From an optimization exercise on the open Yosys and OpenROAD flow, aimed at small area; shortcuts taken in it are not production practice. The RTL was checked by simulation tests, not by an equivalence proof against the original design. Power is estimated from default activity; no workload was simulated.

## design/flow/run.sh

```bash
#!/bin/bash
# synth_recipe.tcl (not shown) runs the flow's synth.tcl, then flattens the netlist and writes it again
# the make line also repeats each setting of config.mk as NAME=value (left out here)
make -C /OpenROAD-flow-scripts/flow DESIGN_CONFIG=/design/flow/config.mk WORK_HOME=/design/flow/orfs CLKGATE_MAP_FILE= SYNTH_SCRIPT=/design/flow/synth_recipe.tcl finish
```

## design/flow/config.mk

```make
export PLATFORM = sky130hd
export DESIGN_NAME = b1c_interleaver
export DESIGN_NICKNAME = b1c_interleaver
export VERILOG_FILES = /design/flow/design.v
export SDC_FILE = /design/flow/constraint.sdc
export NUM_CORES = 4
export LEC_CHECK = 0
export CAP_MARGIN = 20
export CORE_MARGIN = 2
export CORE_UTILIZATION = 40
export SLEW_MARGIN = 20
```

## design/flow/constraint.sdc

```tcl
create_clock -name core_clock -period 10.0 [get_ports {clk}]
set_input_delay 2.0000 -clock core_clock [delete_from_list [all_inputs] [get_ports {clk}]]
set_output_delay 2.0000 -clock core_clock [all_outputs]
set_load 0.01 [all_outputs]
```

## design/flow/design.v

```verilog
module b1c_interleaver (
    input  wire clk,
    input  wire rst,
    input  wire in_valid,
    output wire in_ready,
    input  wire in_bit,
    output wire out_valid,
    input  wire out_ready,
    output wire out_bit
);
    localparam N = 1728;
    reg [N-1:0] ring;
    reg [10:0]  wait_cnt;   
    reg [5:0]   row;
    reg [5:0]   col;
    reg         draining;   
    reg         ibuf, ifull;
    reg         obuf, ofull;
    assign in_ready  = !draining && !ifull;
    assign out_valid = ofull;
    assign out_bit   = obuf;
    wire take  = in_valid && in_ready;
    wire give  = ofull && out_ready;
    wire here  = (wait_cnt == 11'd0);
    wire write = !draining && here && ifull;
    wire read  = draining && here && (!ofull || out_ready);
    reg [5:0]  next_row;
    reg [10:0] row_gap;
    always @(*) begin
        if (row == 6'd35) begin
            next_row = 6'd2;                   
            row_gap  = 11'd132;
        end else if (row < 6'd33 && (row % 6'd3 == 6'd2)) begin
            next_row = row + 6'd3;             
            row_gap  = 11'd132;
        end else if (row < 6'd32 && (row % 6'd3 == 6'd1)) begin
            next_row = row + 6'd2;             
            row_gap  = 11'd84;
        end else begin
            next_row = row + 6'd1;
            row_gap  = 11'd36;
        end
    end
    always @(posedge clk)
        ring <= {ring[N-2:0], write ? ibuf : ring[N-1]};
    always @(posedge clk) begin
        if (rst) begin
            wait_cnt <= 11'd0;
            row      <= 6'd0;
            col      <= 6'd0;
            draining <= 1'b0;
            ifull    <= 1'b0;
            ofull    <= 1'b0;
        end else begin
            if (take) begin
                ibuf  <= in_bit;
                ifull <= 1'b1;
            end
            if (give)
                ofull <= 1'b0;
            if (write) begin
                ifull <= 1'b0;
                if (col == 6'd47) begin
                    col <= 6'd0;
                    if (row == 6'd32) begin
                        row      <= 6'd0;
                        draining <= 1'b1;
                        wait_cnt <= 11'd180;
                    end else begin
                        row      <= next_row;
                        wait_cnt <= row_gap;
                    end
                end else begin
                    col      <= col + 6'd1;
                    wait_cnt <= 11'd36;
                end
            end else if (read) begin
                obuf  <= ring[N-1];
                ofull <= 1'b1;
                if (row == 6'd35) begin
                    row <= 6'd0;
                    if (col == 6'd47) begin
                        col      <= 6'd0;
                        draining <= 1'b0;
                        wait_cnt <= 11'd36;
                    end else begin
                        col      <= col + 6'd1;
                        wait_cnt <= 11'd84;
                    end
                end else begin
                    row      <= row + 6'd1;
                    wait_cnt <= 11'd47;
                end
            end else begin
                wait_cnt <= here ? N - 1 : wait_cnt - 11'd1;
            end
        end
    end
endmodule
```

==> impl_metrics.yaml, run 1 <==
run_status:
  status: "no timing/DRC/antenna violations"
cells_and_area:
  mostFrequentLayoutCell: "dfxtp_1"
  antennaDiodeCount: 0
  fin_area_um2: 43600
  syn_to_final_growth_pct: 18.3
  final_cell_mix: "dfxtp_1, clkbuf_16, clkbuf_1, clkbuf_8, nor2_1"
  final_layout_size_suffix_gt1_share_pct: 11.1
  fin_nets: 2189
clock_network:
  htree_levels: 4
  hold_buffers: 0
  clockBufferDepth: 3
  insertion_delay_ps: 720
  cts_tree: "yes"
  postCtsSetupBuffers: 0
  cts_sinks: 1756
  root_buffer: "clkbuf_16"
  ctsResizeCount: 0
  numCtsBuffers: 157
  clk_pin_slew_ps: 60
critical_path:
  reg2reg_depth: 17
  reg2reg_setup_slack_ps: 5050
  cp_data_arrival_time_ps: 5520
  cp_top_family: "compound AO/OA/AOI/OAI gates"
  crit_path_start_kind: "flop"
  path_max_fanout: 21
  required_ps: 10570
  regToRegStartpoint: "row[5]$_SDFFE_PP0P_"
  worstPathCellList: "o211ai_1 > nand2_1 > inv_1 > ha_1 > a31o_1 > o21a_1 > nor2_1 > ha_1 > nand2_1 > a31oi_1 > o21ai_0 > a2111oi_0 > a31oi_1 > nand4_1 > o21ai_0 > a221o_1 > a221oi_1"
  cp_num_buf_inv: 1
  critical_path_class: "reg -> reg"
  cp_slowest_cell: "dfxtp_1"
  cp-end-kind: "flop"
  reg2reg_to: "row[5]$_SDFFE_PP0P_"
  cpPeakStageDelay_ps: 830
routing:
  via_count: 13500
  first_iter_violations: 738
  routed_wirelength_um: 40300
  vias_per_cell: 3.89
  wl_per_cell_um: 11.6
  drc_errors: 0
  drtAntennaViolNets: 0
  dr.pass1.iters: 6
power:
  power_density_nw_per_um2: 300
  p_leak_nw: 17.3
  vdd_drop_max_v: 0.000146
floorplan:
  die_area_um2: 94600
  coreArea_um2: 91500
  fp.dieH_um: 308
  initial_core_util_pct: 40.3
  die_w_um: 308
  num_io_pins: 8
  rows: 111
timing:
  rsz0062_at_grt: "false"
  skew_ps: 27.4
  fmax_mhz: 202
  slew_headroom_pct: 30.7
  min_period_over_period_pct: 49.5
  drv_slew: 0
  hold_viol_final: 0
  whs_ps: 305
  setup_viol: 0
  fin_tns_setup_ps: 0
  tightest_slew_ps: 1040
  period_minus_slack_ps: 4950
logic_synthesis:
  synth_cell_types: 62
  syn_nets: 2039
  ys_ff_latch: 1756
  synthesis.instances: 2023
  ys.flop_type: "dfxtp_1"
  ys_warn_count: 1
  synthArstFlopShare_pct: 0
  syn_area_per_cell_um2: 18.2
  netlist_area_um2: 36900
  yosysSeqAreaShare_pct: 95.4
  synth-edff-count: 2
global_routing:
  antenna_found_initial: 0
  gr-usage-all-layers_pct: 9.06
  grt_pass1_wl_um: 70900
  gr-total-overflow: 0
  grt_max_degree: 27
  grt_pass1_vias: 14300
placed_design:
  dpl.hpwl_um: 18200
  dpl_cell_area_um2: 38300
  place_congestion: 0.819
  port_buffers: 7
min_path:
  worstHoldStart: "ring[66]$_DFF_P_"
  holdPathEnd: "ring[67]$_DFF_P_"
  hold_depth: 0
  hp-class: "reg -> reg"
run:
  drv_cap: 0
-- per-stage QoR --
stage	utilization, %	power [W]	instances	worst slack (ps)
floorplan	-	0.00729	2023	6210
global placement	41.9	0.00731	3200	5810
detailed placement	41.9	0.00732	3200	5360
CTS	47.6	0.0133	3478	5350
global route	47.6	0.0136	3478	4920
finish	47.6	0.0131	3478	5050
-- cells by family (layout without fill, tap and decap cells) --
| logic type | count (synthesis) | count (layout) | synth area share [%] |
|---|---|---|---|
| buffers and inverters | 24 | 293 | 0.326 |
| xor gates and xnor gates | 13 | 13 | 0.309 |
| DFF | 1756 | 1756 | 95.4 |
| muxes | 2 | 2 | 0.0984 |
| and+or+nand+nor | 130 | 130 | 1.84 |
| AOI/OAI and AO/OA | 87 | 87 | 1.64 |
| adders and majority gates | 11 | 11 | 0.373 |
-- area by class of cell --
cell class,instances,area (um2)
fill,7422,47900
sequential,1756,35200
clock buffer,230,4620
multi-input combinational,243,1570
tap,1186,1480
clock inverter,48,648
timing repair buffer,7,70.1
inverter,8,30.0
-- power breakdown --
group / switching (W) / internal (W)
combinational: 0.0000639 / 0.0000530
sequential: 0.0000201 / 0.00703
clock: 0.00246 / 0.00344
-- worst max-delay path by stage --
stage                         from                  end  cells after the start
3_5_place_dp   row[3]$_SDFFE_PP0P_  row[5]$_SDFFE_PP0P_                     18
3_3_place_gp   row[3]$_SDFFE_PP0P_  row[5]$_SDFFE_PP0P_                     18
4_1_cts        row[3]$_SDFFE_PP0P_  row[5]$_SDFFE_PP0P_                     18
2_1_floorplan  row[1]$_SDFFE_PP0P_  row[5]$_SDFFE_PP0P_                     18
5_1_grt        row[3]$_SDFFE_PP0P_  row[2]$_SDFFE_PP0P_                     18
6_report       row[5]$_SDFFE_PP0P_  row[5]$_SDFFE_PP0P_                     17
-- cell usage after synthesis, drive strengths merged, types with 3 or more instances --
| cell | count | share of area, % |
|---|---|---|
| a31oi | 6 | 0.10 |
| buf | 8 | 0.16 |
| xnor2 | 10 | 0.24 |
| ha | 11 | 0.37 |
| nor3b | 5 | 0.13 |
| clkbuf | 8 | 0.081 |
| nor3 | 13 | 0.18 |
| nand2b | 4 | 0.068 |
| inv | 8 | 0.081 |
| a211o | 5 | 0.14 |
| nand2 | 29 | 0.30 |
| nor4 | 3 | 0.068 |
| o311ai | 3 | 0.071 |
| a21oi | 22 | 0.31 |
| nand3 | 17 | 0.23 |
| o21a | 3 | 0.061 |
| nor2 | 31 | 0.32 |
| o21ai | 21 | 0.29 |
| xor2 | 3 | 0.071 |
| dfxtp | 1754 | 95 |
| and3 | 7 | 0.12 |
| or3 | 10 | 0.18 |
-- registers in the layout, indices dropped and copies added (netlist names) --
signal    cells
wait_cnt     11
obuf          1
ofull         1
ring       1728
ifull         1
draining      1
ibuf          1
row           6
col           6
-- layer usage --
layer	vias up	share of wire (%)	GRT usage, %
met5	-	0	0
met4	0	4.3	5.75
met3	180	5.8	2.95
met2	348	37	11.7
met1	6239	53	12.9
li1	6751	-	-
==> run 2, diff against run 1 <==
--- a/design/flow/config.mk
+++ b/design/flow/config.mk
@@ -8,4 +8,6 @@
 export CAP_MARGIN = 20
 export CORE_MARGIN = 2
 export CORE_UTILIZATION = 40
+export CTS_CLUSTER_DIAMETER = 100
+export CTS_CLUSTER_SIZE = 30
 export SLEW_MARGIN = 20
==> run 2 against run 1 <==
  * Critical path type unchanged
  * Clock power down 45%
  * Highest routed layer unchanged
  * Critical path depth up 1
  * Register-to-register slack hardly changed
  * Count of clock-buffer cells in the layout down 160
  * Largest power group unchanged
  * Non-clock buffer count stayed put
==> impl_metrics.yaml, run 2 <==
placed_design:
  numPlacedInstances: 3200
  port_buffers: 7
  dpl.hpwl_um: 18200
  place_congestion: 0.819
cells_and_area:
  antennaDiodeCount: 0
  regArea_um2: 35200
  multiInputGateArea_um2: 1570
  syn_to_final_growth_pct: 9.08
  reg_top3: "ring: 1728 flops, wait_cnt: 11 flops"
  final_cells: 3282
  mostFrequentLayoutCell: "dfxtp_1"
  final_layout_size_suffix_gt1_share_pct: 4.39
  fin_nets: 2101
  nFillCells: 7698
  top_register: "ring"
  final_util_pct: 43.9
  final_cell_mix: "dfxtp_1, clkbuf_16, nor2_1"
  largest_register_ffs: 1728
power:
  power_density_nw_per_um2: 258
  p_leak_nw: 15.6
  vdd_drop_max_v: 0.000118
global_routing:
  grt_util_met1_pct: 12.5
  met2_usage_pct: 11.3
  grt_pass1_wl_um: 66700
  grt_max_degree: 32
  antenna_found_initial: 0
  grt_pass1_vias: 13300
  gr-total-overflow: 0
  gr-usage-all-layers_pct: 8.36
  grtUsageMet3_pct: 2.23
  top_usage_layer: "met1"
logic_synthesis:
  syn_area_per_cell_um2: 18.2
  synth_top_area_share_pct: 95.3
  ys_top_cells_by_area: "dfxtp_1, ha_1, nor2_1"
  ys_ff_latch: 1756
  yosysSeqAreaShare_pct: 95.4
  syn_nets: 2039
  synth_commonest_cells: "dfxtp_1, nor2_1, nand2_1, a21oi_1, o21ai_0"
  synth_top_cell_by_area: "dfxtp_1"
  synth_most_common_cell: "dfxtp_1"
  synth-edff-count: 2
  synthesis.instances: 2023
  netlist_area_um2: 36900
  ys_warn_count: 1
  synthArstFlopShare_pct: 0
  synth_cell_types: 62
  ys.flop_type: "dfxtp_1"
routing:
  first_iter_violations: 839
  drtAntennaViolNets: 0
  routed_wirelength_um: 38000
  dr.pass1.iters: 7
  drc_errors: 0
  vias_per_cell: 3.91
  via_count: 12800
  wl_per_cell_um: 11.6
clock_network:
  clockBufferDepth: 3
  root_buffer: "clkbuf_16"
  numCtsBuffers: 69
  postCtsSetupBuffers: 0
  hold_buffers: 0
  cts_tree: "yes"
  clk_pin_slew_ps: 110
  htree_levels: 3
  cts_sinks: 1756
  ctsResizeCount: 0
  insertion_delay_ps: 640
floorplan:
  fp.dieH_um: 308
  rows: 111
  die_area_um2: 94600
  initial_core_util_pct: 40.3
  num_io_pins: 8
  coreArea_um2: 91500
  die_w_um: 308
critical_path:
  cp-end-kind: "flop"
  crit_path_start_kind: "flop"
  cp_data_arrival_time_ps: 5470
  path_max_fanout: 16
  critical_path_class: "reg -> reg"
  reg2reg_setup_slack_ps: 5040
  required_ps: 10510
run_status:
  status: "no timing/DRC/antenna violations"
timing:
  setup_viol: 0
  fin_tns_setup_ps: 0
  slew_headroom_pct: 30.9
  skew_ps: 27.3
  fmax_mhz: 201
  tightest_slew_ps: 1030
  drv_slew: 0
  hold_viol_final: 0
  whs_ps: 313
  period_minus_slack_ps: 4960
  min_period_over_period_pct: 49.6
  rsz0062_at_grt: "false"
run:
  drv_cap: 0
min_path:
  hp-class: "reg -> reg"
run 2: layout make-up:
type / count / share of cell area (%)
flip-flops and latches: 1756 / 87.5
inverters: 8 / 0.0747
well taps: 1186 / 3.69
clock inverters: 12 / 0.377
repair buffers: 7 / 0.174
multi-input cells: 243 / 3.90
clock buffers: 70 / 4.30
run 2: layer usage:
metal | vias up | routed length [um]
met5 | - | 0
met4 | 0 | 1400
met3 | 144 | 1780
met2 | 279 | 14100
met1 | 5969 | 20700
li1 | 6441 | -
run 2: kinds of logic after synthesis:
group,after synthesis,synth area share [%]
muxes,2,0.0984
xor gates and xnor gates,13,0.309
AOI/OAI and AO/OA,87,1.64
buffers and inverters,24,0.326
adders and majority gates,11,0.373
DFF,1756,95.4
and+or+nand+nor,130,1.84
run 2: stage by stage:
step / setup WS (ps) / power (W) / instance area [um2]
2_1_floorplan: 6210 / 0.00729 / 36900
5_1_grt: 4920 / 0.0108 / 40200
3_5_place_dp: 5360 / 0.00732 / 38300
4_1_cts: 5340 / 0.0105 / 40200
6_report: 5040 / 0.0104 / 40200
3_3_place_gp: 5810 / 0.00731 / 38300
run 2: critical path, cell delays in order, from the launching register on:
cell and delay (ps):
dfxtp_1 690, xnor2_1 180, a211o_1 390, nand2_1 130, inv_1 70, ha_1 270, a31o_1 240, o21a_1 220
nor2_1 120, ha_1 280, nand2_1 80, a31oi_1 140, o21ai_0 120, a2111oi_0 450, a31oi_1 130, nand4_1 350
o21ai_0 220, a221o_1 380, a221oi_1 370
run 2: power by group:
group	switching [W]	internal, W	leakage, nW
registers	0.0000200	0.00702	14.1
logic	0.0000642	0.0000530	0.561
clock network	0.00193	0.00129	0.921
run 2: final timing paths:
kind / depth (start not counted) / end / start
max: 18 / row[5]$_SDFFE_PP0P_ / row[3]$_SDFFE_PP0P_
max reg2reg: 18 / row[5]$_SDFFE_PP0P_ / row[3]$_SDFFE_PP0P_
min: 0 / ring[514]$_DFF_P_ / ring[513]$_DFF_P_
min reg2reg: 0 / ring[514]$_DFF_P_ / ring[513]$_DFF_P_
==> run 3, diff against run 2 <==
==> design/flow/design.v (replaced) <==
module b1c_interleaver (
    input  wire clk,
    input  wire rst,
    input  wire in_valid,
    output wire in_ready,
    input  wire in_bit,
    output wire out_valid,
    input  wire out_ready,
    output wire out_bit
);
    localparam N = 1728;
    reg [N-1:0] ring;
    reg [10:0]  wait_cnt;   
    reg [3:0]   grp;        
    reg [1:0]   pos;        
    reg [5:0]   col;
    reg         draining;   
    reg         buf_bit;    
    reg         full;
    assign in_ready  = !draining && !full;
    assign out_valid = draining && full;
    assign out_bit   = buf_bit;
    wire take  = in_valid && in_ready;
    wire give  = out_valid && out_ready;
    wire here  = (wait_cnt == 11'd0);
    wire last  = (grp == 4'd0) && (pos == 2'd0) && (col == 6'd0);
    wire write = !draining && full && here;
    wire read  = draining && here && !(full && (last || !out_ready));
    always @(posedge clk)
        ring <= {ring[N-2:0], write ? buf_bit : ring[N-1]};
    always @(posedge clk) begin
        if (rst) begin
            wait_cnt <= 11'd0;
            grp      <= 4'd0;
            pos      <= 2'd0;
            col      <= 6'd0;
            draining <= 1'b0;
            full     <= 1'b0;
        end else begin
            if (take) begin
                buf_bit <= in_bit;
                full    <= 1'b1;
            end
            if (give) begin
                full <= 1'b0;
                if (last)
                    draining <= 1'b0;
            end
            if (write) begin
                full <= 1'b0;
                if (col == 6'd47) begin
                    col <= 6'd0;
                    if (pos == 2'd0) begin
                        pos      <= 2'd1;
                        wait_cnt <= 11'd36;
                    end else if (pos == 2'd1) begin
                        if (grp == 4'd11) begin
                            pos      <= 2'd2;
                            wait_cnt <= 11'd36;
                        end else begin
                            pos      <= 2'd0;
                            grp      <= grp + 4'd1;
                            wait_cnt <= 11'd84;
                        end
                    end else if (grp == 4'd11) begin
                        grp      <= 4'd0;
                        wait_cnt <= 11'd132;
                    end else if (grp == 4'd10) begin
                        grp      <= 4'd0;
                        pos      <= 2'd0;
                        draining <= 1'b1;
                        wait_cnt <= 11'd180;
                    end else begin
                        grp      <= grp + 4'd1;
                        wait_cnt <= 11'd132;
                    end
                end else begin
                    col      <= col + 6'd1;
                    wait_cnt <= 11'd36;
                end
            end else if (read) begin
                buf_bit <= ring[N-1];
                full    <= 1'b1;
                if (pos == 2'd2) begin
                    pos <= 2'd0;
                    if (grp == 4'd11) begin
                        grp <= 4'd0;
                        if (col == 6'd47) begin
                            col      <= 6'd0;
                            wait_cnt <= 11'd36;
                        end else begin
                            col      <= col + 6'd1;
                            wait_cnt <= 11'd84;
                        end
                    end else begin
                        grp      <= grp + 4'd1;
                        wait_cnt <= 11'd47;
                    end
                end else begin
                    pos      <= pos + 2'd1;
                    wait_cnt <= 11'd47;
                end
            end else begin
                wait_cnt <= here ? N - 1 : wait_cnt - 11'd1;
            end
        end
    end
endmodule
==> run 3 against run 2 <==
  * Utilization up 0.19 points
  * Sequential cell count fell by 2
  * Non-clock buffer count is the same
  * Cell count is 2.8% lower
  * Sequential share of layout area rose by 0.96 points
  * Hold slack worse by 2.5 ps
  * Register-to-register slack improved by 1800 ps
  * Critical endpoint is now out_valid
==> impl_metrics.yaml, run 3 <==
logic_synthesis:
  syn_area_per_cell_um2: 18.8
  ys_top_cells_by_area: "dfxtp_1, ha_1, a21oi_1"
  synth_top_area_share_pct: 96.7
  ys.flop_type: "dfxtp_1"
  synth_top_cell_by_area: "dfxtp_1"
  ys_warn_count: 1
  syn_nets: 1946
  synth_most_common_cell: "dfxtp_1"
  synthArstFlopShare_pct: 0
  synth-edff-count: 1
  synth_cell_types: 60
  ys_ff_latch: 1754
  yosysSeqAreaShare_pct: 96.7
  synth_commonest_cells: "dfxtp_1, nand2_1, a21oi_1, nor2_1, inv_1"
  netlist_area_um2: 36300
  synthesis.instances: 1934
global_routing:
  grt_max_degree: 31
  gr-total-overflow: 0
  met2_usage_pct: 10.6
  top_usage_layer: "met1"
  grt_pass1_vias: 12600
  grtUsageMet3_pct: 1.90
  antenna_found_initial: 0
  grt_util_met1_pct: 12.0
  grt_pass1_wl_um: 62700
  gr-usage-all-layers_pct: 7.98
cells_and_area:
  reg_top3: "ring: 1728 flops, wait_cnt: 11 flops, col: 6 flops"
  mostFrequentLayoutCell: "dfxtp_1"
  nFillCells: 7635
  fin_area_um2: 39700
  antennaDiodeCount: 0
  largest_register_ffs: 1728
  regArea_um2: 35100
  final_layout_size_suffix_gt1_share_pct: 4.62
  final_cell_mix: "dfxtp_1, clkbuf_16, nand2_1"
  syn_to_final_growth_pct: 9.40
  multiInputGateArea_um2: 1110
  top_register: "ring"
  fin_nets: 2016
run_status:
  status: "no timing/DRC/antenna violations"
floorplan:
  num_io_pins: 8
  fp.dieH_um: 305
  die_area_um2: 93200
  die_w_um: 305
  initial_core_util_pct: 40.3
  coreArea_um2: 90000
  rows: 110
critical_path:
  reg2reg_setup_slack_ps: 6790
  cpPeakStageDelay_ps: 630
  path_max_fanout: 10
  reg2reg_depth: 7
  regToRegStartpoint: "wait_cnt[0]$_SDFF_PP0_"
  cp-end-kind: "primary output"
  startpoint: "draining$_SDFF_PP0_"
  worstPathCellList: "inv_1 > nor2_1 > clkdlybuf4s50_1"
  cp_num_buf_inv: 2
  cp_top_family: "buffers and inverters"
  reg2reg_to: "wait_cnt[4]$_SDFF_PP0_"
  cp_slowest_cell: "clkdlybuf4s50_1"
  critical_path_class: "reg -> out"
  crit_path_start_kind: "flop"
  required_ps: 8000
  cp_data_arrival_time_ps: 2270
timing:
  whs_ps: 310
  hold_viol_final: 0
  fmax_mhz: 234
  drv_slew: 0
  tightest_slew_ps: 947
  rsz0062_at_grt: "false"
  slew_headroom_pct: 36.6
  skew_ps: 20.2
  period_minus_slack_ps: 4270
  setup_viol: 0
  fin_tns_setup_ps: 0
  min_period_over_period_pct: 42.7
power:
  p_leak_nw: 15.4
  power_density_nw_per_um2: 264
  vdd_drop_max_v: 0.000158
clock_network:
  hold_buffers: 0
  numCtsBuffers: 69
  insertion_delay_ps: 620
  htree_levels: 3
  cts_tree: "yes"
  root_buffer: "clkbuf_16"
  postCtsSetupBuffers: 0
  clockBufferDepth: 3
  clk_pin_slew_ps: 110
  ctsResizeCount: 0
  cts_sinks: 1754
routing:
  vias_per_cell: 3.79
  first_iter_violations: 686
  drtAntennaViolNets: 0
  wl_per_cell_um: 11.3
  via_count: 12100
  routed_wirelength_um: 36100
  dr.pass1.iters: 5
  drc_errors: 0
placed_design:
  port_buffers: 7
  dpl_cell_area_um2: 37800
  place_congestion: 0.781
  dpl.hpwl_um: 17200
min_path:
  holdPathEnd: "ring[1046]$_DFF_P_"
  worstHoldStart: "ring[1045]$_DFF_P_"
  hold_depth: 0
  hp-class: "reg -> reg"
run:
  drv_cap: 0
-- run 3: how the worst max path moves through the flow --
stage	endpoint	depth (start not counted)
2_1_floorplan	col[5]$_SDFFE_PP0P_	5
3_3_place_gp	col[5]$_SDFFE_PP0P_	5
3_5_place_dp	col[5]$_SDFFE_PP0P_	5
4_1_cts	out_valid	3
5_1_grt	out_valid	3
6_report	out_valid	3
-- run 3: per-layer routing --
layer,part of all wire [%],vias to the layer above,wire (um)
li1,-,6151,-
met1,55,5626,19800
met2,37,222,13500
met3,4.6,100,1660
met4,3.2,0,1160
met5,0,-,0
-- run 3: layout make-up --
class	instances	share of cell area (%)
Timing Repair Buffer	7	0.176
Inverter	11	0.104
Multi-Input combinational cell	161	2.79
Tap cell	1176	3.70
Clock buffer	72	4.54
Sequential cell	1754	88.4
Clock inverter	8	0.252
-- run 3: metrics by stage --
stage	worst slack [ps]	total power, W	cells	util (%)
3_3_place_gp	6130	0.00739	3109	42.0
4_1_cts	5770	0.0106	3189	44.1
5_1_grt	5670	0.0109	3189	44.1
2_1_floorplan	6780	0.00736	1934	-
3_5_place_dp	6050	0.00742	3109	42.0
6_report	5730	0.0105	3189	44.1
-- run 3: kinds of logic after synthesis --
logic type	Yosys count	share of synthesized area (%)
multiplexers	3	0.0862
XOR/XNOR	4	0.0965
buffers and inverters	19	0.203
AO/OA/AOI/OAI	60	1.15
AND/OR/NAND/NOR	87	1.48
flip-flops	1754	96.7
adder cells (fa/ha/maj)	7	0.241
-- run 3: power breakdown --
group | switching [W] | internal, W
logic | 0.000129 | 0.0000785
registers | 0.0000353 | 0.00702
clock network | 0.00189 | 0.00132
==> run 4, diff against run 3 <==
==> design/flow/design.v (replaced) <==
module b1c_interleaver (
    input  wire clk,
    input  wire rst,
    input  wire in_valid,
    output wire in_ready,
    input  wire in_bit,
    output wire out_valid,
    input  wire out_ready,
    output wire out_bit
);
    localparam N = 1680;
    localparam [10:0] W47 = 11'd935, W70 = 11'd1879, W118 = 11'd188,
                      W166 = 11'd1036, W310 = 11'd1546, W1679 = 11'd1784;
    localparam [5:0]  COL47 = 6'd34;
    localparam [3:0]  GRP9 = 4'd9, GRP10 = 4'd2, GRP11 = 4'd5;
    reg [N-1:0] ring;
    reg [10:0]  wait_cnt;   
    reg [3:0]   grp;        
    reg [1:0]   pos;        
    reg [5:0]   col;
    reg         draining;   
    reg         buf_bit;    
    reg         full;
    wire [10:0] wait_step = {wait_cnt[9:0], ~(wait_cnt[10] ^ wait_cnt[8])};
    wire [5:0]  col_step  = {col[4:0], ~(col[5] ^ col[4])};
    wire [3:0]  grp_step  = {grp[2:0], ~(grp[3] ^ grp[2])};
    wire bypass = (grp == GRP10) && (pos == 2'd2);
    wire last   = (grp == 4'd0) && (pos == 2'd0) && (col == 6'd0);
    assign in_ready  = !full && (!draining || bypass);
    assign out_valid = draining && full;
    assign out_bit   = buf_bit;
    wire take  = in_valid && in_ready;
    wire give  = out_valid && out_ready;
    wire here  = (wait_cnt == 11'd0);
    wire write = !draining && full && here;
    wire read  = draining && here && !bypass && !(full && (last || !out_ready));
    always @(posedge clk)
        ring <= {ring[N-2:0], write ? buf_bit : ring[N-1]};
    always @(posedge clk) begin
        if (rst) begin
            wait_cnt <= 11'd0;
            grp      <= 4'd0;
            pos      <= 2'd0;
            col      <= 6'd0;
            draining <= 1'b0;
            full     <= 1'b0;
        end else begin
            if (take) begin
                buf_bit <= in_bit;
                full    <= 1'b1;
                if (draining) begin            
                    grp <= GRP11;
                    pos <= 2'd0;
                end
            end
            if (give) begin
                full <= 1'b0;
                if (last)
                    draining <= 1'b0;
            end
            if (write) begin
                full <= 1'b0;
                if (col == COL47) begin
                    col <= 6'd0;
                    if (pos == 2'd0) begin
                        pos      <= 2'd1;
                        wait_cnt <= W70;
                    end else if (pos == 2'd1) begin
                        if (grp == GRP11) begin
                            pos      <= 2'd2;
                            wait_cnt <= W70;
                        end else begin
                            pos      <= 2'd0;
                            grp      <= grp_step;
                            wait_cnt <= (grp == GRP10) ? W70 : W118;
                        end
                    end else if (grp == GRP11) begin
                        grp      <= 4'd0;
                        wait_cnt <= W166;
                    end else if (grp == GRP9) begin
                        grp      <= 4'd0;
                        pos      <= 2'd0;
                        draining <= 1'b1;
                        wait_cnt <= W310;
                    end else begin
                        grp      <= grp_step;
                        wait_cnt <= W166;
                    end
                end else begin
                    col      <= col_step;
                    wait_cnt <= W70;
                end
            end else if (read) begin
                buf_bit <= ring[N-1];
                full    <= 1'b1;
                if (pos == 2'd2) begin
                    pos <= 2'd0;
                    if (grp == GRP11) begin
                        grp <= 4'd0;
                        if (col == COL47) begin
                            col      <= 6'd0;
                            wait_cnt <= W70;
                        end else begin
                            col      <= col_step;
                            wait_cnt <= W118;
                        end
                    end else begin
                        grp      <= grp_step;
                        wait_cnt <= W47;
                    end
                end else begin
                    pos      <= pos + 2'd1;
                    wait_cnt <= W47;
                end
            end else begin
                wait_cnt <= here ? W1679 : wait_step;
            end
        end
    end
endmodule
==> run 4 against run 3 <==
  * Sequential cell count fell by 48
  * Global-route usage is 0.090 points higher
  * Sequential share of layout area is 0.24 points higher
  * Combinational power decreased by about 40%
  * Synthesized cell count is 3.4% lower
  * Clock skew up 6.9 ps
  * Design area down 3.0%
  * Fmax is 8.1% lower
  * Routed wire length fell by 3.1%
  * Via count decreased by 3.5%
  * Critical path depth grew 1
  * Synthesized area decreased by 2.9%
  * Highest routed layer unchanged
==> impl_metrics.yaml, run 4 <==
run_status:
  status: "no timing/DRC/antenna violations"
cells_and_area:
  final_cells: 3097
  fin_nets: 1944
  top_register: "ring"
  largest_register_ffs: 1680
  syn_to_final_growth_pct: 9.30
  final_cell_mix: "dfxtp_1, clkbuf_16, nand2_1"
  reg_top3: "ring: 1680 flops, wait_cnt: 11 flops, col: 6 flops"
  final_layout_size_suffix_gt1_share_pct: 4.69
  fin_area_um2: 38500
  antennaDiodeCount: 0
  mostFrequentLayoutCell: "dfxtp_1"
floorplan:
  rows: 108
  die_w_um: 301
  die_area_um2: 90500
  coreArea_um2: 87000
  fp.dieH_um: 301
  initial_core_util_pct: 40.5
  num_io_pins: 8
power:
  power_density_nw_per_um2: 262
  combPwrFrac_pct: 1.2
  p_leak_nw: 15.0
  p_seq_share_pct: 68.0
  p_int_w: 0.00814
  vdd_drop_max_v: 0.000119
  power_w: 0.0101
  p_sw_w: 0.00195
  pwr-share-clk_pct: 30.7
  switching_share_pct: 19.3
routing:
  dr.pass1.iters: 8
  routed_wirelength_um: 35000
  vias_per_cell: 3.77
  first_iter_violations: 680
  wl_per_cell_um: 11.3
  drtAntennaViolNets: 0
  via_count: 11700
  drc_errors: 0
clock_network:
  root_buffer: "clkbuf_16"
  cts_tree: "yes"
  clk_pin_slew_ps: 110
  ctsResizeCount: 0
  numCtsBuffers: 67
  insertion_delay_ps: 630
  htree_levels: 3
  hold_buffers: 0
  clockBufferDepth: 3
  postCtsSetupBuffers: 0
  cts_sinks: 1706
global_routing:
  grt_pass1_vias: 12100
  gr-usage-all-layers_pct: 8.07
  antenna_found_initial: 0
  grt_pass1_wl_um: 61300
  gr-total-overflow: 0
  grt_max_degree: 31
critical_path:
  cp-end-kind: "primary output"
  path_max_fanout: 12
  critical_path_class: "reg -> out"
  cp_data_arrival_time_ps: 2650
  regToRegStartpoint: "pos[1]$_SDFF_PP0_"
  startpoint: "pos[1]$_SDFF_PP0_"
  crit_path_start_kind: "flop"
  required_ps: 8000
timing:
  fmax_mhz: 215
  rsz0062_at_grt: "false"
  hold_viol_final: 0
  tightest_slew_ps: 984
  fin_tns_setup_ps: 0
  skew_ps: 27.0
  period_minus_slack_ps: 4650
  min_period_over_period_pct: 46.5
  setup_viol: 0
  drv_slew: 0
  slew_headroom_pct: 33.8
  setup_slack_ps: 5350
placed_design:
  dpl.hpwl_um: 16500
  place_congestion: 0.803
  dpl_cell_area_um2: 36700
  preCtsSetupSlack_ps: 5950
  numPlacedInstances: 3020
  port_buffers: 7
logic_synthesis:
  synthesis.instances: 1868
  synth_top_cell_by_area: "dfxtp_1"
  synth-edff-count: 1
  ys_top_cells_by_area: "dfxtp_1, nand2_1, ha_1"
  synth_commonest_cells: "dfxtp_1, nand2_1, nor2_1, a21oi_1, o21ai_0"
  syn_area_per_cell_um2: 18.9
  syn_nets: 1878
  yosysSeqAreaShare_pct: 96.9
  synth_top_area_share_pct: 96.8
  synth_cell_types: 58
  synthArstFlopShare_pct: 0
  netlist_area_um2: 35200
  synth_most_common_cell: "dfxtp_1"
  ys.flop_type: "dfxtp_1"
  ys_ff_latch: 1706
  ys_warn_count: 1
min_path:
  worstHoldStart: "ring[1640]$_DFF_P_"
  hp-class: "reg -> reg"
run:
  drv_cap: 0
run 4: logic make-up after synthesis:
group                      share of synthesized area, %
adders and majority gates                         0.177
buffers and inverters                             0.202
and+or+nand+nor                                    1.33
DFF                                                96.9
muxes                                             0.185
AOI/OAI and AO/OA                                  1.15
xor gates and xnor gates                         0.0249
run 4: layout make-up:
| cell class | count | area [um2] |
|---|---|---|
| clock inverter | 9 | 105 |
| timing repair buffer | 7 | 70.1 |
| clock buffer | 68 | 1700 |
| tap | 1155 | 1450 |
| multi-input combinational | 145 | 1010 |
| fill | 7441 | 48500 |
| inverter | 7 | 26.3 |
| sequential | 1706 | 34200 |
run 4: final timing paths:
path	endpoint	slack, ps	cells after the start
max reg2reg	grp[0]$_SDFF_PP0_	7360	5
min reg2reg	ring[1641]$_DFF_P_	320	0
max	in_ready	5350	4
min	ring[1641]$_DFF_P_	320	0
run 4: per-stage QoR:
stage / hold WS (ps) / util, %
floorplan: 310 / -
global placement: 312 / 42.2
detailed placement: 312 / 42.2
CTS: 318 / 44.3
global route: 323 / 44.3
finish: 316 / 44.3
run 4: power groups by stage:
stage                     Sequential, W  Clock [W]  Combinational [W]
after floorplan                 0.00701          0          0.0000950
after global placement          0.00701          0           0.000108
after detailed placement        0.00702          0           0.000119
after CTS                       0.00686    0.00323           0.000119
after global routing            0.00687    0.00348           0.000132
final                           0.00686    0.00310           0.000124
run 4: per-layer routing:
metal	share of wire, %	up-vias	GRT usage [%]
li1	-	5921	-
met1	55	5397	12.3
met2	36	235	10.4
met3	5.2	124	2.34
met4	3.5	0	3.62
met5	0	-	0
run 4: worst max-delay path: stages (launching register included):
cell and delay, ps:
dfxtp_1 640, nand2b_2 250, o31ai_4 420, nor2b_1 190, clkdlybuf4s50_1 540
==> run 5, diff against run 4 <==
--- a/design/flow/config.mk
+++ b/design/flow/config.mk
@@ -7,7 +7,9 @@
 export LEC_CHECK = 0
 export CAP_MARGIN = 20
 export CORE_MARGIN = 2
-export CORE_UTILIZATION = 40
-export CTS_CLUSTER_DIAMETER = 100
-export CTS_CLUSTER_SIZE = 30
+export CORE_UTILIZATION = 60
+export CTS_BUF_LIST = sky130_fd_sc_hd__clkbuf_8
+export CTS_CLUSTER_DIAMETER = 80
+export CTS_CLUSTER_SIZE = 18
+export PLACE_DENSITY = 0.7
 export SLEW_MARGIN = 20
==> run 5 against run 4 <==
  * Sequential power hardly changed
  * Clock skew is 14 ps lower
  * Global-route usage is 4.0 points higher
  * Synthesized cell count stayed put
  * Combinational power is 3% lower
  * Register-to-register slack better by 130 ps
  * Total power is 3.3% lower
  * Design area is 2.0% lower
  * Critical path type unchanged
  * Critical endpoint unchanged
  * Still clean
==> impl_metrics.yaml, run 5 <==
clock_network:
  numCtsBuffers: 104
  root_buffer: "clkbuf_8"
  cts_sinks: 1706
  insertion_delay_ps: 690
  htree_levels: 3
  postCtsSetupBuffers: 0
  clockBufferDepth: 3
  cts_tree: "yes"
  hold_buffers: 0
  clk_pin_slew_ps: 100
  ctsResizeCount: 0
routing:
  drtAntennaViolNets: 0
  vias_per_cell: 4.29
  routed_wirelength_um: 34600
  drc_errors: 0
  wl_per_cell_um: 12.6
  dr.pass1.iters: 5
  first_iter_violations: 605
  via_count: 11800
cells_and_area:
  fin_nets: 1981
  final_layout_size_suffix_gt1_share_pct: 6.37
  largest_register_ffs: 1680
  antennaDiodeCount: 0
  final_cell_mix: "dfxtp_1, clkbuf_8, nand2_1"
  fin_area_um2: 37800
  mostFrequentLayoutCell: "dfxtp_1"
  top_register: "ring"
  syn_to_final_growth_pct: 7.15
  nFillCells: 3961
  reg_top3: "ring: 1680 flops, wait_cnt: 11 flops, col: 6 flops"
power:
  p_leak_nw: 14.9
  vdd_drop_max_v: 0.000162
  switching_share_pct: 19.3
  combPwrFrac_pct: 1.2
  p_sw_w: 0.00188
  p_int_w: 0.00787
  power_density_nw_per_um2: 258
  pwr-share-clk_pct: 28.4
  p_seq_share_pct: 70.3
floorplan:
  coreArea_um2: 57900
  die_area_um2: 60700
  num_io_pins: 8
  rows: 88
  die_w_um: 246
  initial_core_util_pct: 60.9
  fp.dieH_um: 246
run:
  drv_cap: 0
global_routing:
  grt_pass1_wl_um: 59700
  gr-total-overflow: 0
  grt_pass1_vias: 12000
  antenna_found_initial: 0
  gr-usage-all-layers_pct: 12.0
  grt_max_degree: 20
run_status:
  status: "no timing/DRC/antenna violations"
logic_synthesis:
  synth_commonest_cells: "dfxtp_1, nand2_1, nor2_1, a21oi_1, o21ai_0"
  syn_nets: 1878
  synth_top_area_share_pct: 96.8
  synthesis.instances: 1868
  synth_cell_types: 58
  syn_area_per_cell_um2: 18.9
  synthArstFlopShare_pct: 0
  synth-edff-count: 1
  ys.flop_type: "dfxtp_1"
  netlist_area_um2: 35200
  synth_top_cell_by_area: "dfxtp_1"
  ys_ff_latch: 1706
  synth_most_common_cell: "dfxtp_1"
  ys_top_cells_by_area: "dfxtp_1, nand2_1, ha_1"
  yosysSeqAreaShare_pct: 96.9
  ys_warn_count: 1
timing:
  hold_viol_final: 0
  drv_slew: 0
  min_period_over_period_pct: 46.0
  fin_tns_setup_ps: 0
  skew_ps: 13.2
  setup_viol: 0
  rsz0062_at_grt: "false"
  period_minus_slack_ps: 4600
  tightest_slew_ps: 1090
  fmax_mhz: 217
  slew_headroom_pct: 26.4
min_path:
  holdPathEnd: "ring[893]$_DFF_P_"
  hp-class: "reg -> reg"
  hold_depth: 0
  worstHoldStart: "ring[892]$_DFF_P_"
critical_path:
  worstPathCellList: "nand2b_2 > o31ai_4 > nor2b_1 > clkdlybuf4s50_1"
  reg2reg_depth: 5
  reg2reg_setup_slack_ps: 7490
  cp_data_arrival_time_ps: 2600
  cpPeakStageDelay_ps: 610
  critical_path_class: "reg -> out"
  regToRegStartpoint: "pos[1]$_SDFF_PP0_"
  startpoint: "pos[1]$_SDFF_PP0_"
  required_ps: 8000
  path_max_fanout: 12
  cp_slowest_cell: "dfxtp_1"
  cp-end-kind: "primary output"
  crit_path_start_kind: "flop"
  reg2reg_to: "grp[1]$_SDFF_PP0_"
placed_design:
  dpl_cell_area_um2: 36200
  port_buffers: 7
  dpl.hpwl_um: 16100
  place_congestion: 0.823
[run 5: cell counts after synthesis]
No cell type changed its count.
[run 5: critical path: cells and delay by family (launching register included)]
kind,cells,cell delay [ps]
compound gates,1,370
buf+inv,1,540
flops,1,610
simple gates,2,410
[run 5: how the worst max path moves through the flow]
| stage | cells past startpoint | slack (ps) | end |
|---|---|---|---|
| global route | 6 | 5260 | in_ready |
| global placement | 6 | 6080 | grp[0]$_SDFF_PP0_ |
| CTS | 6 | 5360 | in_ready |
| detailed placement | 6 | 6000 | grp[1]$_SDFF_PP0_ |
| finish | 4 | 5400 | in_ready |
| floorplan | 6 | 6750 | grp[0]$_SDFF_PP0_ |
[run 5: logic make-up after synthesis]
logic type	after synthesis	synth area share, %
fa+ha+maj	5	0.177
compound gates	58	1.15
xor+xnor	1	0.0249
flops	1706	96.9
simple gates	75	1.33
mux	6	0.185
buf+inv	17	0.202
[run 5: routing by layer]
metal / part of all wire, % / track usage (%) / vias to the layer above
met4: 3.4 / 5.99 / 0
met1: 55 / 18.8 / 5434
li1: - / - / 5973
met3: 4.9 / 2.96 / 113
met5: 0 / 0 / -
met2: 37 / 15.4 / 242
[run 5: through the flow]
stage | setup WS (ps) | util [%] | total power, W | hold slack [ps] | cells
after floorplan | 6750 | - | 0.00710 | 310 | 1868
after global placement | 6080 | 62.6 | 0.00713 | 312 | 2630
after detailed placement | 6000 | 62.6 | 0.00713 | 312 | 2630
after CTS | 5360 | 65.2 | 0.00987 | 325 | 2743
after global routing | 5260 | 65.2 | 0.0102 | 322 | 2743
final | 5400 | 65.2 | 0.00975 | 325 | 2743
[run 5: power groups by stage]
stage                logic, W  registers [W]  clock network [W]
finish               0.000120        0.00686            0.00277
global route         0.000131        0.00687            0.00315
CTS                  0.000117        0.00686            0.00290
detailed placement   0.000116        0.00702                  0
global placement     0.000110        0.00702                  0
floorplan           0.0000950        0.00701                  0
[run 5: final cells by class]
type                       count  area, um2  share of cell area (%)
clock buffer                 106       1460                    3.86
tap                          765        957                    2.53
timing repair buffer           7       70.1                   0.186
sequential                  1706      34200                    90.5
clock inverter                 7       80.1                   0.212
multi-input combinational    145       1010                    2.68
inverter                       7       26.3                  0.0696
==> run 6, diff against run 5 <==
==> design/flow/flow/run.sh (new file) <==
#!/bin/bash
# The standard layout (standard.sh: ORFS from synthesis to the final layout),
# with only the clock-tree synthesis arguments changed: small clock buffers
# (clkbuf_4), sink clusters of at most 12 flip-flops within 40 um, and no
# dummy loads, to spend less cell area on the clock tree.
set -euo pipefail
export CTS_ARGS="-sink_clustering_enable -repair_clock_nets -dont_use_dummy_load -buf_list {sky130_fd_sc_hd__clkbuf_4} -sink_clustering_size 12 -sink_clustering_max_diameter 40"
bash standard.sh finish > standard_flow.log 2>&1
==> design/flow/standard.sh (new file) <==
#!/bin/bash
# synth_recipe.tcl (not shown) runs the flow's synth.tcl, then flattens the netlist and writes it again
# the make line also repeats each setting of config.mk as NAME=value (left out here)
make -C /OpenROAD-flow-scripts/flow DESIGN_CONFIG=/design/flow/config.mk WORK_HOME=/design/flow/orfs CLKGATE_MAP_FILE= SYNTH_SCRIPT=/design/flow/synth_recipe.tcl "${@:-finish}"
--- a/design/flow/config.mk
+++ b/design/flow/config.mk
@@ -8,8 +8,5 @@
 export CAP_MARGIN = 20
 export CORE_MARGIN = 2
 export CORE_UTILIZATION = 60
-export CTS_BUF_LIST = sky130_fd_sc_hd__clkbuf_8
-export CTS_CLUSTER_DIAMETER = 80
-export CTS_CLUSTER_SIZE = 18
 export PLACE_DENSITY = 0.7
 export SLEW_MARGIN = 20
removed: design/flow/run.sh
==> run 6 against run 5 <==
  * Synthesized cell count is the same
  * Count of clock-buffer cells in the layout up 57
  * Largest cell class unchanged
  * Sequential share of layout area rose by 0.73 points
  * Highest routed layer unchanged
  * Global-route usage is 0.55 points higher
  * Register-to-register slack better by 30 ps
  * Sequential cell count is the same
  * Fmax is 4.9% lower
  * Total power down 2.4%
  * Setup slack worse by 240 ps
==> impl_metrics.yaml, run 6 <==
cells_and_area:
  final_cells: 2799
  largest_register_ffs: 1680
  reg_top3: "ring: 1680 flops, wait_cnt: 11 flops, col: 6 flops"
  final_layout_size_suffix_gt1_share_pct: 8.73
  syn_to_final_growth_pct: 6.30
  mostFrequentLayoutCell: "dfxtp_1"
  final_cell_mix: "dfxtp_1, clkbuf_4, nand2_1"
  fin_nets: 2040
  top_register: "ring"
logic_synthesis:
  synth_top_family_by_area: "simple AND/OR/NAND/NOR gates"
  synth_most_common_cell: "dfxtp_1"
  synth_top_area_share_pct: 96.8
  syn_nets: 1878
  yosysSeqAreaShare_pct: 96.9
  synthSimpleGateAreaFrac_pct: 1.33
  synthesis.instances: 1868
  syn_area_per_cell_um2: 18.9
  synthXorXnorAreaFrac_pct: 0.0248
  synthArstFlopShare_pct: 0
  synth_commonest_cells: "dfxtp_1, nand2_1, nor2_1, a21oi_1, o21ai_0"
  synth_compound_area_share_pct: 1.15
  netlist_area_um2: 35200
  synthAdderAreaFrac_pct: 0.177
  ys_top_cells_by_area: "dfxtp_1, nand2_1, ha_1"
  ys.flop_type: "dfxtp_1"
  ys_warn_count: 1
  synth_top_cell_by_area: "dfxtp_1"
  muxShareOfSynthArea_pct: 0.185
  ys_ff_latch: 1706
  synth_cell_types: 58
  synth-edff-count: 1
clock_network:
  numCtsBuffers: 163
  clk_pin_slew_ps: 110
  insertion_delay_ps: 980
  root_buffer: "clkbuf_4"
  clockBufferDepth: 3
  postCtsSetupBuffers: 0
  htree_levels: 4
  ctsResizeCount: 0
  cts_tree: "yes"
  hold_buffers: 0
  cts_sinks: 1706
global_routing:
  gr-usage-all-layers_pct: 12.6
  grt_max_degree: 18
  gr-total-overflow: 0
  grt_pass1_wl_um: 61100
  grt_pass1_vias: 12700
  antenna_found_initial: 2
critical_path:
  cp_slowest_cell: "dfxtp_1"
  reg2reg_depth: 5
  worstPathCellList: "nand2b_2 > o31ai_4 > nor2b_1 > clkdlybuf4s50_1"
  reg2reg_to: "grp[1]$_SDFF_PP0_"
  cp_data_arrival_time_ps: 2840
  cp-end-kind: "primary output"
  path_max_fanout: 12
  regToRegStartpoint: "pos[1]$_SDFF_PP0_"
  reg2reg_setup_slack_ps: 7520
  critical_path_class: "reg -> out"
  cpPeakStageDelay_ps: 610
  required_ps: 8000
  crit_path_start_kind: "flop"
min_path:
  worstHoldStart: "ring[1577]$_DFF_P_"
  hold_depth: 0
  hp-class: "reg -> reg"
  holdPathEnd: "ring[1578]$_DFF_P_"
timing:
  hold_viol_final: 0
  setup_viol: 0
  fin_tns_setup_ps: 0
  period_minus_slack_ps: 4840
  fmax_mhz: 207
  skew_ps: 59.4
  slew_headroom_pct: 26.7
  tightest_slew_ps: 1090
  drv_slew: 0
  min_period_over_period_pct: 48.4
  rsz0062_at_grt: "false"
floorplan:
  fp.dieH_um: 246
  die_w_um: 246
  initial_core_util_pct: 60.9
  coreArea_um2: 57900
  rows: 88
  num_io_pins: 8
  die_area_um2: 60700
power:
  power_density_nw_per_um2: 254
  vdd_drop_max_v: 0.000168
  p_leak_nw: 14.8
  power_w: 0.00952
routing:
  wl_per_cell_um: 12.6
  routed_wirelength_um: 35200
  drtAntennaViolNets: 0
  vias_per_cell: 4.33
  via_count: 12100
  first_iter_violations: 522
  dr.pass1.iters: 6
  drc_errors: 0
placed_design:
  place_congestion: 0.823
  port_buffers: 7
  numPlacedInstances: 2630
  dpl.hpwl_um: 16100
run:
  drv_cap: 0
run_status:
  status: "no timing/DRC/antenna violations"
## run 6: cell counts after synthesis
No cell type changed its count.
## run 6: power by group
part / switching, W / internal (W) / leakage (nW) / total [W]
logic: 0.0000700 / 0.0000497 / 0.331 / 0.000120
registers: 0.0000271 / 0.00684 / 13.7 / 0.00686
clock network: 0.00178 / 0.000755 / 0.750 / 0.00253
## run 6: critical path: cells and delay by family (launching register included)
family / cells / cell delay [ps]
DFF: 1 / 610
buffers and inverters: 1 / 540
and+or+nand+nor: 2 / 410
AOI/OAI and AO/OA: 1 / 360
## run 6: metrics by stage
| step | setup WS, ps | util (%) | cell area [um2] | hold slack (ps) |
|---|---|---|---|---|
| after global routing | 4930 | 64.7 | 37500 | 280 |
| after detailed placement | 6000 | 62.6 | 36200 | 312 |
| after global placement | 6080 | 62.6 | 36200 | 312 |
| after floorplan | 6750 | - | 35200 | 310 |
| after CTS | 5050 | 64.7 | 37500 | 265 |
| final | 5160 | 64.7 | 37500 | 275 |
## run 6: metal layers
metal  global-route usage (%)  wire (um)
met3                     4.14       1990
met5                        0          0
met1                     18.6      18800
met2                     15.6      13100
met4                     8.22       1350
## run 6: kinds of logic (layout without fill, tap and decap cells)
family / after synthesis / count (layout)
flip-flops: 1706 / 1706
multiplexers: 6 / 6
buffers and inverters: 17 / 177
AO/OA/AOI/OAI: 58 / 58
AND/OR/NAND/NOR: 75 / 75
adder cells (fa/ha/maj): 5 / 5
XOR/XNOR: 1 / 1
other: 0 / 6
## run 6: worst max-delay path by stage
stage,startpoint,end,slack (ps)
floorplan,out_ready,grp[0]$_SDFF_PP0_,6750
global placement,out_ready,grp[0]$_SDFF_PP0_,6080
detailed placement,in_valid,grp[1]$_SDFF_PP0_,6000
CTS,pos[1]$_SDFF_PP0_,in_ready,5050
global route,pos[1]$_SDFF_PP0_,in_ready,4930
finish,pos[1]$_SDFF_PP0_,in_ready,5160
## run 6: area by class of cell
| cell class | count | area (um2) |
|---|---|---|
| repair buffers | 7 | 70.1 |
| inverters | 7 | 26.3 |
| clock buffers | 163 | 1220 |
| flip-flops and latches | 1706 | 34200 |
| diodes | 6 | 15.0 |
| well taps | 765 | 957 |
| fillers | 4069 | 20400 |
| multi-input cells | 145 | 1010 |
==> run 7, diff against run 6 <==
==> design/flow/flow/run.sh (replaced) <==
#!/bin/bash
# The standard layout (standard.sh: ORFS from synthesis to the final layout),
# with only the clock-tree synthesis arguments changed: buf_4 clock buffers,
# sink clusters of at most 13 flip-flops within 40 um, and no dummy loads, to
# spend less cell area on the clock tree.
set -euo pipefail
export CTS_ARGS="-sink_clustering_enable -repair_clock_nets -dont_use_dummy_load -buf_list {sky130_fd_sc_hd__buf_4} -sink_clustering_size 13 -sink_clustering_max_diameter 40"
bash standard.sh finish > standard_flow.log 2>&1
==> run 7 against run 6 <==
  * Routed wire length rose by 0.16%
  * Critical endpoint unchanged
  * Synthesized cell count did not move
  * Total power rose by 0.35%
  * Utilization fell by 0.13 points
  * Still clean on timing, DRC and antenna
  * Combinational power barely moved
  * Global-route usage fell by 0.088 points
  * Largest cell class unchanged
  * Clock skew rose by 8.0 ps
  * Cell count fell by 0.46%
  * Sequential share of layout area rose by 0.19 points
  * Setup slack improved by 130 ps
  * Via count fell by 0.66%
  * Sequential power barely moved
==> impl_metrics.yaml, run 7 <==
critical_path:
  cp_data_arrival_time_ps: 2710
  path_max_fanout: 12
  critical_path_class: "reg -> out"
  cp-end-kind: "primary output"
  crit_path_start_kind: "flop"
  required_ps: 8000
clock_network:
  htree_levels: 4
  ctsResizeCount: 0
  clk_pin_slew_ps: 110
  insertion_delay_ps: 820
  cts_sinks: 1706
  clockBufferDepth: 3
  hold_buffers: 0
  cts_tree: "yes"
  numCtsBuffers: 154
  root_buffer: "buf_4"
  postCtsSetupBuffers: 0
routing:
  dr.pass1.iters: 7
  via_count: 12000
  wl_per_cell_um: 12.7
  drc_errors: 0
  first_iter_violations: 564
  vias_per_cell: 4.32
  routed_wirelength_um: 35300
  drtAntennaViolNets: 0
timing:
  period_minus_slack_ps: 4710
  fmax_mhz: 212
  min_period_over_period_pct: 47.1
  slew_headroom_pct: 28.3
  tightest_slew_ps: 1070
  drv_slew: 0
  hold_viol_final: 0
  rsz0062_at_grt: "false"
  fin_tns_setup_ps: 0
  skew_ps: 67.5
  setup_viol: 0
placed_design:
  dpl.hpwl_um: 16100
  port_buffers: 7
  place_congestion: 0.823
global_routing:
  grt_pass1_vias: 12600
  grt_pass1_wl_um: 60800
  gr-total-overflow: 0
  gr-usage-all-layers_pct: 12.5
  grt_max_degree: 18
  antenna_found_initial: 1
floorplan:
  die_w_um: 246
  coreArea_um2: 57900
  fp.dieH_um: 246
  rows: 88
  num_io_pins: 8
  die_area_um2: 60700
  initial_core_util_pct: 60.9
logic_synthesis:
  ys_top_cells_by_area: "dfxtp_1, nand2_1, ha_1"
  syn_area_per_cell_um2: 18.9
  synthArstFlopShare_pct: 0
  synth_top_area_share_pct: 96.8
  ys_warn_count: 1
  netlist_area_um2: 35200
  synthesis.instances: 1868
  ys_ff_latch: 1706
  yosysSeqAreaShare_pct: 96.9
  synth_commonest_cells: "dfxtp_1, nand2_1, nor2_1, a21oi_1, o21ai_0"
  synth_top_cell_by_area: "dfxtp_1"
  synth_most_common_cell: "dfxtp_1"
  synth_cell_types: 58
  syn_nets: 1878
  ys.flop_type: "dfxtp_1"
  synth-edff-count: 1
cells_and_area:
  reg_top3: "ring: 1680 flops, wait_cnt: 11 flops, col: 6 flops"
  largest_register_ffs: 1680
  syn_to_final_growth_pct: 6.08
  final_util_pct: 64.6
  top_register: "ring"
  fin_nets: 2031
  final_cell_mix: "dfxtp_1, buf_4, nand2_1"
  nFillCells: 4033
  mostFrequentLayoutCell: "dfxtp_1"
  final_layout_size_suffix_gt1_share_pct: 8.32
power:
  vdd_drop_max_v: 0.000145
  power_density_nw_per_um2: 255
  p_leak_nw: 14.8
  power_w: 0.00955
run_status:
  status: "no timing/DRC/antenna violations"
min_path:
  hp-class: "reg -> reg"
run:
  drv_cap: 0
run 7: cell count changes in the layout (fill, tap and decap cells not counted), sizes merged:
| cell | before | now |
|---|---|---|
| buf | 0 | 154 |
| clkbuf | 163 | 0 |
| diode | 6 | 2 |
run 7: final timing paths:
| check | cells past startpoint | slack (ps) | start | endpoint |
|---|---|---|---|---|
| worst max register to register | 5 | 7520 | pos[1]$_SDFF_PP0_ | grp[0]$_SDFF_PP0_ |
| worst min-delay path | 0 | 270 | ring[204]$_DFF_P_ | ring[205]$_DFF_P_ |
| worst max-delay path | 4 | 5290 | pos[1]$_SDFF_PP0_ | in_ready |
| worst min register to register | 0 | 270 | ring[204]$_DFF_P_ | ring[205]$_DFF_P_ |
run 7: power by group:
part	switching (W)	total (W)	internal, W
clock	0.00178	0.00257	0.000785
sequential	0.0000270	0.00686	0.00683
combinational	0.0000705	0.000120	0.0000497
total	0.00188	0.00955	0.00767
run 7: kinds of logic (layout without fill, tap and decap cells):
logic type / after synthesis / count (layout) / share of synthesized area [%]
simple gates: 75 / 75 / 1.33
flops: 1706 / 1706 / 96.9
compound gates: 58 / 58 / 1.15
mux: 6 / 6 / 0.185
buf+inv: 17 / 168 / 0.202
fa+ha+maj: 5 / 5 / 0.177
other cells: 0 / 2 / 0
xor+xnor: 1 / 1 / 0.0249
run 7: per-layer routing:
layer  routed length, um  track usage (%)  vias up
met5                   0                0        -
met4                1390             7.90        0
met3                2030             3.91      142
met2               12900             15.6      305
met1               18900             18.6     5521
li1                    -                -     6061
run 7: metrics by stage:
step	instances	instance area (um2)	hold WS (ps)	setup WS (ps)
after floorplan	1868	35200	310	6750
after global placement	2630	36200	312	6080
after detailed placement	2630	36200	312	6000
after CTS	2784	37400	270	5190
after global routing	2786	37400	270	5100
final	2786	37400	270	5290
run 7: area by class of cell:
| class | instances | area (um2) | area share (%) |
|---|---|---|---|
| clock buffer | 154 | 1160 | 3.09 |
| antenna | 2 | 5.00 | 0.0134 |
| multi-input combinational | 145 | 1010 | 2.71 |
| sequential | 1706 | 34200 | 91.4 |
| timing repair buffer | 7 | 70.1 | 0.187 |
| tap | 765 | 957 | 2.56 |
| inverter | 7 | 26.3 | 0.0703 |
run 7: worst max-delay path, cell delays in order, from the launching register on:
cell	delay, ps
dfxtp_1	600
nand2b_2	240
o31ai_4	360
nor2b_1	180
clkdlybuf4s50_1	540
==> run 8, diff against run 7 <==
==> design/flow/flow/run.sh (replaced) <==
#!/bin/bash
# The standard layout (standard.sh: ORFS from synthesis to the final layout),
# with these changes only:
# - clock-tree synthesis: buf_4 clock buffers, sink clusters of at most 13
#   flip-flops within 40 um, and no dummy loads;
# - the port buffers (one on every input and output, as standard) are buf_1;
# - after clock-tree synthesis, gates with timing slack are downsized
#   (ORFS's power recovery, RECOVER_POWER).
set -euo pipefail
export CTS_ARGS="-sink_clustering_enable -repair_clock_nets -dont_use_dummy_load -buf_list {sky130_fd_sc_hd__buf_4} -sink_clustering_size 13 -sink_clustering_max_diameter 40"
export BUFFER_PORTS_ARGS="-buffer_cell sky130_fd_sc_hd__buf_1"
export RECOVER_POWER=100
bash standard.sh finish > standard_flow.log 2>&1
==> run 8 against run 7 <==
  * Combinational power is 7% lower
  * Utilization is 0.15 points lower
  * Critical path depth stayed put
  * Register-to-register slack worse by 470 ps
  * Synthesized area stayed put
  * Setup slack worse by 29 ps
  * Die area stayed put
  * Via count is 0.16% higher
  * Hold slack worse by 19 ps
==> impl_metrics.yaml, run 8 <==
floorplan:
  die_area_um2: 60700
  initial_core_util_pct: 60.9
  die_w_um: 246
  rows: 88
  fp.dieH_um: 246
  num_io_pins: 8
  coreArea_um2: 57900
global_routing:
  antenna_found_initial: 1
  grt_pass1_vias: 12900
  gr-total-overflow: 0
  grt_pass1_wl_um: 61900
  grt_max_degree: 18
  gr-usage-all-layers_pct: 12.7
timing:
  tightest_slew_ps: 1010
  fin_tns_setup_ps: 0
  setup_viol: 0
  period_minus_slack_ps: 4740
  rsz0062_at_grt: "false"
  min_period_over_period_pct: 47.4
  fmax_mhz: 211
  drv_slew: 0
  slew_headroom_pct: 32.0
  whs_ps: 250
  skew_ps: 81.3
  hold_viol_final: 0
  setup_slack_ps: 5260
logic_synthesis:
  synth-edff-count: 1
  syn_nets: 1878
  ys_ff_latch: 1706
  ys_warn_count: 1
  synth_top_area_share_pct: 96.8
  syn_area_per_cell_um2: 18.9
  synthArstFlopShare_pct: 0
  ys.flop_type: "dfxtp_1"
  synth_top_cell_by_area: "dfxtp_1"
  synth_most_common_cell: "dfxtp_1"
  ys_top_cells_by_area: "dfxtp_1, nand2_1, ha_1"
  yosysSeqAreaShare_pct: 96.9
  synth_cell_types: 58
  synth_commonest_cells: "dfxtp_1, nand2_1, nor2_1, a21oi_1, o21ai_0"
  synthesis.instances: 1868
  netlist_area_um2: 35200
critical_path:
  cp-end-kind: "primary output"
  reg2reg_to: "wait_cnt[10]$_SDFF_PP0_"
  path_max_fanout: 12
  startpoint: "pos[1]$_SDFF_PP0_"
  cp_data_arrival_time_ps: 2740
  critical_path_class: "reg -> out"
  reg2reg_setup_slack_ps: 7050
  regToRegStartpoint: "wait_cnt[3]$_SDFF_PP0_"
  reg2reg_depth: 5
  crit_path_start_kind: "flop"
  crit_end: "in_ready"
  required_ps: 8000
clock_network:
  htree_levels: 4
  cts_sinks: 1706
  clockBufferDepth: 3
  ctsResizeCount: 0
  clk_pin_slew_ps: 100
  cts_tree: "yes"
  insertion_delay_ps: 840
  numCtsBuffers: 154
  hold_buffers: 0
  root_buffer: "buf_4"
  postCtsSetupBuffers: 0
cells_and_area:
  reg_top3: "ring: 1680 flops, wait_cnt: 11 flops, col: 6 flops"
  syn_to_final_growth_pct: 5.84
  final_cell_mix: "dfxtp_1, buf_4, nand2_1"
  mostFrequentLayoutCell: "dfxtp_1"
  final_cells: 2785
  top_register: "ring"
  fin_nets: 2031
  final_util_pct: 64.4
  final_layout_size_suffix_gt1_share_pct: 8.07
  largest_register_ffs: 1680
routing:
  drc_errors: 0
  wl_per_cell_um: 12.6
  drtAntennaViolNets: 0
  vias_per_cell: 4.33
  routed_wirelength_um: 35100
  via_count: 12000
  dr.pass1.iters: 6
  first_iter_violations: 590
placed_design:
  place_congestion: 0.830
  numPlacedInstances: 2630
  dpl.hpwl_um: 16000
  port_buffers: 7
  preCtsSetupSlack_ps: 6370
run:
  drv_cap: 0
power:
  p_leak_nw: 14.8
  vdd_drop_max_v: 0.000141
  power_density_nw_per_um2: 255
min_path:
  hp-class: "reg -> reg"
run_status:
  status: "no timing/DRC/antenna violations"
-- run 8: cell count changes in the layout (fill, tap and decap cells not counted), sizes merged --
cell / delta
buf: +6
clkbuf: +1
clkdlybuf4s50: -7
diode: -1
-- run 8: how the worst min path moves through the flow --
| stage | startpoint | end | cells after the start |
|---|---|---|---|
| after CTS | ring[376]$_DFF_P_ | ring[377]$_DFF_P_ | 0 |
| after floorplan | ring[999]$_DFF_P_ | ring[1000]$_DFF_P_ | 0 |
| final | ring[376]$_DFF_P_ | ring[377]$_DFF_P_ | 0 |
| after global routing | ring[376]$_DFF_P_ | ring[377]$_DFF_P_ | 0 |
| after global placement | ring[795]$_DFF_P_ | ring[796]$_DFF_P_ | 0 |
| after detailed placement | ring[1010]$_DFF_P_ | ring[1011]$_DFF_P_ | 0 |
-- run 8: report_power, final --
part / internal [W] / total (W) / switching [W]
combinational: 0.0000425 / 0.000112 / 0.0000700
sequential: 0.00683 / 0.00686 / 0.0000246
clock: 0.000785 / 0.00256 / 0.00177
-- run 8: logic make-up (layout without fill, tap and decap cells) --
| group | Yosys count | in the layout | share of synthesized area, % |
|---|---|---|---|
| AOI/OAI and AO/OA | 58 | 58 | 1.15 |
| muxes | 6 | 6 | 0.185 |
| adders and majority gates | 5 | 5 | 0.177 |
| buffers and inverters | 17 | 168 | 0.202 |
| other | 0 | 1 | 0 |
| xor gates and xnor gates | 1 | 1 | 0.0249 |
| and+or+nand+nor | 75 | 75 | 1.33 |
| DFF | 1706 | 1706 | 96.9 |
-- run 8: cell type report --
class	count	area, um2
Clock buffer	154	1160
Sequential cell	1706	34200
Inverter	7	26.3
Fill cell	4030	20600
Multi-Input combinational cell	145	973
Tap cell	765	957
Timing Repair Buffer	7	26.3
Antenna cell	1	2.50
-- run 8: critical path: stages, from the launching register on --
cell	delay, ps
dfxtp_1	610
nand2b_2	220
o31ai_1	770
nor2b_1	210
buf_1	160
-- run 8: routing by layer --
layer | global-route usage, % | vias to the layer above | share of wire (%)
met3 | 4.29 | 127 | 5.6
li1 | - | 6059 | -
met4 | 7.53 | 0 | 3.5
met2 | 15.9 | 274 | 37
met5 | 0 | - | 0
met1 | 18.8 | 5588 | 54
-- run 8: stage by stage --
| step | total power [W] | area (um2) |
|---|---|---|
| finish | 0.00953 | 37300 |
| floorplan | 0.00710 | 35200 |
| global placement | 0.00712 | 36200 |
| CTS | 0.00968 | 37300 |
| global route | 0.00996 | 37300 |
| detailed placement | 0.00713 | 36200 |

## separate check: timing with driven ports
The results above use ideal ports. As a check the final layouts listed here were re-extracted and re-timed, cells and wires unchanged.
Step 1 assumes that a clkbuf_16 drives the clock port and a buf_2 every other input.
Step 2, shift: input delay + t, output delay - t, t = (earliest + latest rising clock arrival at the registers) / 2. This alone moves slack from input paths to output paths.
Three values: ideal ports, drivers, drivers and shift; two values: the first two.
run	shift t [ns]	setup slack, ns	hold slack, ns	latest minus earliest clock arrival (ns)	worst slew at a driven data input, ns
run 1	0.768	5.046 / 5.046 / 5.046	0.305 / 0.305 / 0.305	0.035 / 0.035	0.04
run 2	0.684	5.037 / 5.037 / 5.037	0.313 / 0.313 / 0.313	0.032 / 0.032	0.04
run 3	0.673	5.726 / 5.665 / 5.994	0.310 / 0.310 / 0.310	0.026 / 0.027	0.03
run 4	0.673	5.351 / 5.292 / 5.709	0.316 / 0.316 / 0.316	0.033 / 0.033	0.06
run 5	0.733	5.397 / 5.345 / 5.798	0.325 / 0.325 / 0.325	0.020 / 0.020	0.05
run 6	0.998	5.160 / 5.107 / 5.811	0.275 / 0.275 / 0.275	0.090 / 0.090	0.05
run 7	0.845	5.289 / 5.244 / 5.823	0.270 / 0.270 / 0.270	0.087 / 0.088	0.06
run 8	0.848	5.260 / 5.212 / 6.060	0.250 / 0.250 / 0.250	0.098 / 0.098	0.06
After both steps setup and hold are still met in every run listed.
